Context: an optimization exercise on an open-source flow, tuned for small area, a short achievable clock period and few clock cycles per item. The choices shown serve that exercise and are no tape-out recipe. Where RTL was checked, it was by simulation tests only, not by an equivalence proof against the original.

Design vkg_tca, start of the top module:
module vkg_tca (
    input  wire        clk,
    input  wire        rst,           
    input  wire        cmd_valid,
    output wire        cmd_ready,
    input  wire [63:0] cmd,
    output reg         done,
    output reg  [6:0]  t_min,
    output reg  [6:0]  t_sec,
    output reg  [63:0] t_rem,
    output reg  [63:0] t_delta,
    output reg  [63:0] acc,
    output reg         cy,
    output reg         range_rem,
    output reg         range_delta,
    output wire [7:0]  err,
    output reg  [31:0] einfo,
    output wire [15:0] sticky
);
    localparam [7:0] OP_NOP   = 8'h00;
    localparam [7:0] OP_RESET = 8'h01;
    localparam [7:0] OP_CLR   = 8'h40;
    localparam [7:0] OP_FIN   = 8'h41;
    localparam [7:0] OP_LAP   = 8'h42;
    localparam [65:0] NWRAP = 66'h3ffffffffc4653600;
    reg rdy;               
    reg nrdy;              
    reg stl;               
    assign cmd_ready = rdy;
    reg err0, err1, err6;
    reg stk0, stk12, stk13;
    assign err    = {1'b0, err6, 4'b0000, err1, err0};
    assign sticky = {2'b00, stk13, stk12, 11'd0, stk0};
    function ge_const66;
        input [65:0] x;
        input [65:0] k;
        integer j;
        reg r;
        begin
            r = 1'b1;
            for (j = 0; j < 66; j = j + 1)
                r = k[j] ? (x[j] & r) : (x[j] | r);
            ge_const66 = r;
        end
    endfunction
    reg        a_v;
    reg [63:0] a_cmd;
    reg        a_hx;       
  ...
Size: roughly 5000 cells after synthesis, roughly 450 flip-flops, about 45000 µm² of cells after synthesis.
==> flow/config.mk <==
export PLATFORM = sky130hd
export DESIGN_NAME = vkg_tca
export DESIGN_NICKNAME = vkg_tca
export VERILOG_FILES = /design/flow/design.v
export SDC_FILE = /design/flow/constraint.sdc
export NUM_CORES = 4
export LEC_CHECK = 0
export CAP_MARGIN = 30
export CORE_MARGIN = 2
export CORE_UTILIZATION = 40
export CTS_CLUSTER_DIAMETER = 100
export CTS_CLUSTER_SIZE = 22
export PLACE_DENSITY = 0.6
export SLEW_MARGIN = 50
==> flow/constraint.sdc <==
create_clock -name core_clock -period 30.0 [get_ports {clk}]
set_input_delay 6.0000 -clock core_clock [delete_from_list [all_inputs] [get_ports {clk}]]
set_output_delay 6.0000 -clock core_clock [all_outputs]
set_load 0.01 [all_outputs]
standard.sh (not shown) runs the stock make flow with config.mk's settings and CLKGATE_MAP_FILE= SYNTH_SCRIPT=/design/flow/synth_recipe.tcl, a recipe that flattens the netlist after the stock synthesis.
==> flow/flow/run.sh <==
#!/bin/bash
# The standard layout (the standard.sh, unchanged synthesis and steps),
# with one difference: buffer_ports gives every input and output port a
# sky130_fd_sc_hd__buf_2 instead of the delay buffer it picks by default.
# Each tool's full output stays in orfs/logs; make's own output goes to
# standard.log in the work folder.
set -euo pipefail
cd "$(dirname "$0")/.."
export BUFFER_PORTS_ARGS="-buffer_cell sky130_fd_sc_hd__buf_2"
bash standard.sh > standard.log 2>&1
Edit:
--- a/flow/design.v
+++ b/flow/design.v
@@ -210,27 +210,24 @@
     wire [65:0] rawm;
     bk_add #(66, 7) araw (.a(x66), .b(NWRAP), .cin(1'b0), .s(rawm), .cout());
     wire [63:0] acc_new = trig ? rawm[63:0] : b_raw;
     wire fit_d1  = (d1o[65:64] == 2'b00);
     wire fit_r0  = (r0o[65:64] == 2'b00);
     wire fit_r1  = (r1o[65:64] == 2'b00);
     wire ovf = b_movf || !fit_d1 || (trig ? !fit_r1 : !fit_r0);
     reg  ovf_q;
     always @(posedge clk) ovf_q <= ovf;
     wire b_go  = b_v && !(b_slow && !b_p2);
     wire b_ovf = b_slow && ovf_q;
-    wire ge0, ge1;
-    ge_tree40 #(40'd1000000000000) cg0 (.x(r0o[39:0]), .ge(ge0));
-    ge_tree40 #(40'd1000000000000) cg1 (.x(r1o[39:0]), .ge(ge1));
-    wire rr_0 = !r0o[63] || (r0o[62:40] != 23'd0) || ge0;
-    wire rr_1 = !r1o[63] || (r1o[62:40] != 23'd0) || ge1;
+    wire rr_0 = !r0o[63] || ge_const66({3'd0, r0o[62:0]}, 66'd1000000000000);
+    wire rr_1 = !r1o[63] || ge_const66({3'd0, r1o[62:0]}, 66'd1000000000000);
     wire rr  = trig ? rr_1 : rr_0;
     wire rd_0 = !d1o[63] || ge_const66({3'd0, d1o[62:0]}, 66'd1000000000);
     wire rd_1 = ge_const66({3'd0, d1mo[62:0]}, 66'd1000000000);
     wire rd  = b_lap && (trig ? rd_1 : rd_0);
     always @(posedge clk) begin
         if (rst || (b_go && b_reset)) begin
             done <= !rst;
             t_min <= 7'd0; t_sec <= 7'd0; t_rem <= 64'd0; t_delta <= 64'd0;
             acc <= 64'd0; cy <= 1'b0; range_rem <= 1'b0; range_delta <= 1'b0;
             err0 <= 1'b0; err1 <= 1'b0; err6 <= 1'b0;
             einfo <= 32'd0; stk0 <= 1'b0; stk12 <= 1'b0; stk13 <= 1'b0;
@@ -258,43 +255,22 @@
                         if (trig) cy <= ~cy;
                     end
                     t_min <= b_min; t_sec <= b_sec;
                     t_delta <= d; t_rem <= rem;
                     range_rem <= rr; range_delta <= rd;
                     err0 <= 1'b0; err1 <= 1'b0; err6 <= 1'b0;
                 end
             end
         end
     end
 endmodule
-module ge_tree40 #(parameter [39:0] K = 40'd0) (
-    input  wire [39:0] x,
-    output wire        ge
-);
-    reg [63:0] gt, eq;
-    integer l, i;
-    always @(*) begin
-        gt = 64'd0;
-        eq = {64{1'b1}};
-        for (i = 0; i < 40; i = i + 1) begin
-            gt[i] = x[i] & !K[i];
-            eq[i] = !(x[i] ^ K[i]);
-        end
-        for (l = 0; l < 6; l = l + 1)
-            for (i = 0; i < 32; i = i + 1) begin
-                gt[i] = gt[2*i+1] | (eq[2*i+1] & gt[2*i]);
-                eq[i] = eq[2*i+1] & eq[2*i];
-            end
-    end
-    assign ge = gt[0] | eq[0];
-endmodule
 module csa #(parameter W = 64) (
     input  wire [W-1:0] a,
     input  wire [W-1:0] b,
     input  wire [W-1:0] c,
     output wire [W-1:0] s,
     output wire [W-1:0] co
 );
     wire [W-1:0] maj = (a & b) | (a & c) | (b & c);
     assign s  = a ^ b ^ c;
     assign co = {maj[W-2:0], 1'b0};
 endmodule
Effect: Core utilization stays flat. Via count barely changes. Critical path depth shrinks by 4. Hold slack hardly moves.
Testbench counts after the change, summed over its fixed seeds: cycles 40,024, items 40,000.
Only the layout flow was run in the first run of this note; the RTL was not checked for function there.


before:
vkg_tca, a different RTL version from the one above (not shown whole).
Size in the first run: roughly 450 flip-flops, about 45000 um2 of cells after synthesis.
clock: 30.0 ns
lec_check: 0
cap_margin: 30
core_margin: 2
core_utilization: 40
cts_cluster_diameter: 100
cts_cluster_size: 22
place_density: 0.6
slew_margin: 50
Scripts as last shown in full above: flow/flow/run.sh
> inputs changed (before -> after)
-- flow/design.v --
<<< before, line 116
    csa #(47) ca4 (a_s3, a_c3, a_c2b, a_s5, a_c5);
    wire [46:0] a_p;
    ks_add #(47, 6) pa (.a(a_s5), .b(a_c5), .cin(1'b0), .s(a_p), .cout());
    wire        a_neg   = a_s && (a_norm || (a_fx != 23'h7fffff));
    wire [7:0]  a_eeff  = a_norm ? a_exp : 8'd1;
>>> after, line 116
    csa #(47) ca4 (a_s3, a_c3, a_c2b, a_s5, a_c5);
    wire [46:0] a_p;
    bk_add #(47, 6) pa (.a(a_s5), .b(a_c5), .cin(1'b0), .s(a_p), .cout());
    wire        a_neg   = a_s && (a_norm || (a_fx != 23'h7fffff));
    wire [7:0]  a_eeff  = a_norm ? a_exp : 8'd1;
<<< before, line 151
    reg        b_slow, b_p2, b_small;
    reg        b_fin, b_lap, b_nop, b_reset, b_clr, b_ill;
    reg        b_nonfin, b_movf;
    reg [65:0] b_zq;
>>> after, line 151
    reg        b_slow, b_p2, b_small;
    reg        b_fin, b_lap, b_nop, b_reset, b_clr, b_ill;
    reg        b_accg;     
    reg        b_nonfin, b_movf;
    reg [65:0] b_zq;
<<< before, line 163
        b_fin    <= a_fin;
        b_lap    <= a_lap;
        b_nop    <= a_nop;
        b_reset  <= a_reset;
>>> after, line 164
        b_fin    <= a_fin;
        b_lap    <= a_lap;
        b_accg   <= a_v && a_lap;
        b_nop    <= a_nop;
        b_reset  <= a_reset;
<<< before, line 189
    wire [65:0] x66  = {{2{b_raw[63]}}, b_raw};
    wire [65:0] xo66 = {2'b00, ~b_raw[63], b_raw[62:0]};
    wire [63:0] acc_op = b_lap ? acc : 64'd0;
    wire [65:0] y66  = ~{{2{acc_op[63]}}, acc_op};
    wire [65:0] m66  = {26'd0, b_m, 9'd0};
>>> after, line 191
    wire [65:0] x66  = {{2{b_raw[63]}}, b_raw};
    wire [65:0] xo66 = {2'b00, ~b_raw[63], b_raw[62:0]};
    wire [63:0] acc_op = b_accg ? acc : 64'd0;
    wire [65:0] y66  = ~{{2{acc_op[63]}}, acc_op};
    wire [65:0] m66  = {26'd0, b_m, 9'd0};
<<< before, line 219
    wire b_go  = b_v && !(b_slow && !b_p2);
    wire b_ovf = b_slow && ovf_q;
    wire ge0, ge1;
    ge_tree40 #(40'd1000000000000) cg0 (.x(r0o[39:0]), .ge(ge0));
    ge_tree40 #(40'd1000000000000) cg1 (.x(r1o[39:0]), .ge(ge1));
    wire rr_0 = !r0o[63] || (r0o[62:40] != 23'd0) || ge0;
    wire rr_1 = !r1o[63] || (r1o[62:40] != 23'd0) || ge1;
    wire rr  = trig ? rr_1 : rr_0;
    wire rd_0 = !d1o[63] || ge_const66({3'd0, d1o[62:0]}, 66'd1000000000);
>>> after, line 221
    wire b_go  = b_v && !(b_slow && !b_p2);
    wire b_ovf = b_slow && ovf_q;
    wire rr_0 = !r0o[63] || ge_const66({3'd0, r0o[62:0]}, 66'd1000000000000);
    wire rr_1 = !r1o[63] || ge_const66({3'd0, r1o[62:0]}, 66'd1000000000000);
    wire rr  = trig ? rr_1 : rr_0;
    wire rd_0 = !d1o[63] || ge_const66({3'd0, d1o[62:0]}, 66'd1000000000);
<<< before, line 267
    end
endmodule
module ge_tree40 #(parameter [39:0] K = 40'd0) (
    input  wire [39:0] x,
    output wire        ge
);
    reg [63:0] gt, eq;
    integer l, i;
    always @(*) begin
        gt = 64'd0;
        eq = {64{1'b1}};
        for (i = 0; i < 40; i = i + 1) begin
            gt[i] = x[i] & !K[i];
            eq[i] = !(x[i] ^ K[i]);
        end
        for (l = 0; l < 6; l = l + 1)
            for (i = 0; i < 32; i = i + 1) begin
                gt[i] = gt[2*i+1] | (eq[2*i+1] & gt[2*i]);
                eq[i] = eq[2*i+1] & eq[2*i];
            end
    end
    assign ge = gt[0] | eq[0];
endmodule
module ks_add #(parameter N = 64, parameter L = 6) (input [N-1:0] a, input [N-1:0] b, input cin,
                                   output [N-1:0] s, output cout);
    reg [N-1:0] g, p, gn, pn;
    integer j, i;
    always @(*) begin
        p = a ^ b;
        g = a & b;
        g[0] = g[0] | (p[0] & cin);
        for (j = 0; j < L; j = j + 1) begin
            gn = g; pn = p;
            for (i = 0; i < N; i = i + 1)
                if (i >= (1 << j)) begin
                    gn[i] = g[i] | (p[i] & g[i - (1 << j)]);
                    pn[i] = p[i] & p[i - (1 << j)];
                end
            g = gn; p = pn;
        end
    end
    assign s = a ^ b ^ {g[N-2:0], cin};
    assign cout = g[N-1];
endmodule
module csa #(parameter W = 64) (
    input  wire [W-1:0] a,
>>> after, line 266
    end
endmodule
module csa #(parameter W = 64) (
    input  wire [W-1:0] a,
==> run summary <==
- Against before, after comes in 1021 lower on number of global-route vias before repair.
- after closes out successfully: all stages finished, all timing, DRC and antenna checks passed.
- Measured against each other, after and before differ in worst setup slack, the higher figure coming from before.
- | fraction of synthesized area in multiplexers | after vs before | 0.54 points higher |
- Re share of the synthesized area in compound gates (AO/OA/AOI/OAI): before was higher than after.
Function was not checked in any run of this note: the RTL went through the layout flow alone.


Another version of the RTL of vkg_tca (not shown whole).
For scale: roughly 5100 cells after synthesis, about 480 flip-flops, ~46000 sq um of cells after synthesis.
## vkg_tca
module vkg_tca (
    input  wire        clk,
    input  wire        rst,           
    input  wire        cmd_valid,
    output wire        cmd_ready,
    input  wire [63:0] cmd,
    output reg         done,
    output reg  [6:0]  t_min,
    output reg  [6:0]  t_sec,
    output reg  [63:0] t_rem,
    output reg  [63:0] t_delta,
    output reg  [63:0] acc,
    output reg         cy,
    output reg         range_rem,
    output reg         range_delta,
    output wire [7:0]  err,
    output reg  [31:0] einfo,
    output wire [15:0] sticky
);
    localparam [7:0] OP_NOP   = 8'h00;
    localparam [7:0] OP_RESET = 8'h01;
    localparam [7:0] OP_CLR   = 8'h40;
    localparam [7:0] OP_FIN   = 8'h41;
    localparam [7:0] OP_LAP   = 8'h42;
    localparam [65:0] NWRAP = 66'h3ffffffffc4653600;
    reg rdy;               
    reg stl;               
    assign cmd_ready = rdy;
    reg err0, err1, err6;
    reg stk0, stk12, stk13;
    assign err    = {1'b0, err6, 4'b0000, err1, err0};
    assign sticky = {2'b00, stk13, stk12, 11'd0, stk0};
    function ge_const66;
        input [65:0] x;
        input [65:0] k;
        integer j;
        reg r;
        begin
            r = 1'b1;
            for (j = 0; j < 66; j = j + 1)
                r = k[j] ? (x[j] & r) : (x[j] | r);
            ge_const66 = r;
        end
    endfunction
    reg        a_v;
    reg [63:0] a_cmd;
    reg        a_hx;       
    reg        a_slow;     
    reg        a_p2;       
    wire       in_op_tc  = (cmd[63:56] == OP_FIN) || (cmd[63:56] == OP_LAP);
    wire       in_fin    = (cmd[63:56] == OP_FIN);
    wire       in_small  = (cmd[30:23] <= 8'd156);
    wire       acc_ok;     
  ...
clock: 30.0 ns
lec_check: 0
cap_margin: 40
core_margin: 2
core_utilization: 40
cts_cluster_diameter: 100
cts_cluster_size: 22
place_density: 0.6
slew_margin: 60
Scripts as last shown in full above: flow/flow/run.sh
The starting point finished clean.
Testbench counts at the start, summed over its fixed seeds: cycles 40,024, items 40,000.
Edit:
--- a/flow/design.v
+++ b/flow/design.v
@@ -19,16 +19,17 @@
 );
     localparam [7:0] OP_NOP   = 8'h00;
     localparam [7:0] OP_RESET = 8'h01;
     localparam [7:0] OP_CLR   = 8'h40;
     localparam [7:0] OP_FIN   = 8'h41;
     localparam [7:0] OP_LAP   = 8'h42;
     localparam [65:0] NWRAP = 66'h3ffffffffc4653600;
     reg rdy;               
+    reg nrdy;              
     reg stl;               
     assign cmd_ready = rdy;
     reg err0, err1, err6;
     reg stk0, stk12, stk13;
     assign err    = {1'b0, err6, 4'b0000, err1, err0};
     assign sticky = {2'b00, stk13, stk12, 11'd0, stk0};
     function ge_const66;
         input [65:0] x;
@@ -46,32 +47,38 @@
     reg [63:0] a_cmd;
     reg        a_hx;       
     reg        a_slow;     
     reg        a_p2;       
     wire       in_op_tc  = (cmd[63:56] == OP_FIN) || (cmd[63:56] == OP_LAP);
     wire       in_fin    = (cmd[63:56] == OP_FIN);
     wire       in_small  = (cmd[30:23] <= 8'd156);
     wire       acc_ok;     
-    wire       in_slow   = in_op_tc && !(in_small && (in_fin || acc_ok));
+    wire       in_zf     = (cmd[55:0] == 56'd0);
+    wire       in_sys    = in_zf && ((cmd[63:56] == OP_NOP) || (cmd[63:56] == OP_RESET)
+                                     || (cmd[63:56] == OP_CLR));
+    wire       in_slow   = !(in_sys || (in_op_tc && in_small && (in_fin || acc_ok)));
+    wire       accept    = cmd_valid && !nrdy;
     always @(posedge clk) begin
         if (rst) begin
             a_v    <= 1'b0;
             a_p2   <= 1'b0;
             a_slow <= 1'b0;
             rdy    <= 1'b1;
+            nrdy   <= 1'b0;
             stl    <= 1'b0;
         end else begin
-            a_v    <= (cmd_valid && !stl) || (a_v && a_slow && !a_p2 && stl);
+            a_v    <= accept || stl;
             a_p2   <= stl;
-            if (!stl) a_slow <= in_slow;
-            rdy    <= !(cmd_valid && !stl && in_slow);
-            stl    <= cmd_valid && !stl && in_slow;
+            if (accept) a_slow <= in_slow;
+            stl    <= accept && in_slow;
+            nrdy   <= (accept && in_slow) || stl;
+            rdy    <= !((accept && in_slow) || stl);
         end
-        if (!stl) begin
+        if (!nrdy) begin
             a_cmd <= {cmd[63:23], cmd[22:0] ^ {23{cmd[31]}}};
             a_hx  <= (cmd[30:23] != 8'd0) ^ cmd[31];
         end
     end
     wire [22:0] a_fx    = a_cmd[22:0];
     wire [31:0] a_fbits = {a_cmd[31:23], a_fx ^ {23{a_cmd[31]}}};
     wire [7:0]  a_op    = a_cmd[63:56];
     wire        a_zfmt  = (a_cmd[55:0] == 56'd0);
@@ -141,20 +148,18 @@
     bk_add #(31, 5) am (.a(a_ms5), .b(a_mc5), .cin(1'b0), .s(a_m), .cout());
     wire        a_small = (a_exp <= 8'd156);
     reg        b_v;
     reg        b_slow, b_p2, b_small;
     reg        b_fin, b_lap, b_nop, b_reset, b_clr, b_ill;
     reg        b_nonfin, b_movf;
     reg [65:0] b_zq;
     reg [3:0]  b_sel;      
-    reg        b_sx;       
     reg [13:0] b_a;        
     reg [30:0] b_m;        
-    reg [31:0] b_info;     
     always @(posedge clk) begin
         b_v      <= a_v && !rst;
         b_slow   <= a_slow;
         b_p2     <= a_p2;
         b_small  <= a_small;
         b_fin    <= a_fin;
         b_lap    <= a_lap;
         b_nop    <= a_nop;
@@ -162,23 +167,21 @@
         b_clr    <= a_clr;
         b_ill    <= a_ill;
         b_nonfin <= (a_exp == 8'hFF);
         b_movf   <= a_movf;
         b_zq     <= a_zq;
         b_sel    <= 4'b0001 << a_sh[1:0];
         b_a      <= a_cmd[55:42];
         b_m      <= a_m;
-        b_info   <= a_ill ? a_cmd[63:32] : a_cmd[31:0];
-        b_sx     <= !a_ill && a_s;
     end
     wire [66:0] b_zq67 = {b_zq[65], b_zq};
     wire [63:0] b_raw = ({64{b_sel[0]}} & b_zq67[63:0]) | ({64{b_sel[1]}} & b_zq67[64:1])
                       | ({64{b_sel[2]}} & b_zq67[65:2]) | ({64{b_sel[3]}} & b_zq67[66:3]);
-    wire [31:0] b_dat = {b_info[31:23], b_info[22:0] ^ {23{b_sx}}};
+    wire [31:0] b_dat = a_ill ? a_cmd[63:32] : a_fbits;
     wire acc_small = (acc[63:60] == 4'b0000) || (acc[63:60] == 4'b1111);
     wire b_zero    = b_v && (b_clr || b_reset);
     wire b_keep    = !b_v || !(b_fin || b_lap) || b_small;
     wire a_zero    = a_v && (a_clr || a_reset);
     wire a_keep    = !a_v || !(a_fin || a_lap) || a_small;
     wire acc_ok_b  = b_zero || (acc_small && b_keep);
     assign acc_ok  = a_zero || (acc_ok_b && a_keep);
     wire [6:0]  b_min = b_a[13:7];
Clock-buffer cell count goes down by 4.
Non-clock buffer count grows by 8.
Setup slack is worse by 180 ps.
Synthesized area came out lower by 2.9%.
Routed wire length barely changes.
First-iteration DRC count rose by 9.4%.
Testbench counts after the change, summed over its fixed seeds: cycles 40,024, items 40,000.

[separate check: timing with driven ports]
The results above use ideal ports. As a check the final layouts listed here were re-extracted and re-timed, cells and wires unchanged.
Step 1 assumes that a clkbuf_16 drives the clock port and a buf_2 every other input.
Step 2, shift: input delay + t, output delay - t, t = (earliest + latest rising clock arrival at the registers) / 2. This alone moves slack from input paths to output paths.
a / b / c = ideal / step 1 / step 2; a / b = the first two.
run	shift t [ns]	setup slack, ns	latest minus earliest clock arrival (ns)
the first run of note 1	0.750	22.163 / 22.163 / 21.818	0.049 / 0.049
the second run of note 1	0.736	22.422 / 22.422 / 22.033	0.033 / 0.032
before	0.701	22.332 / 22.385 / 21.684	0.034 / 0.034
after	0.729	21.983 / 21.983 / 21.844	0.049 / 0.050
the first run of note 3	0.754	22.570 / 22.495 / 22.438	0.035 / 0.035
the second run of note 3	0.730	22.390 / 22.390 / 22.043	0.043 / 0.043
After both steps every run listed still meets setup and hold. For before, which loses most, drivers alone change the setup slack by +0.053 ns; drivers and shift together by -0.648 ns.
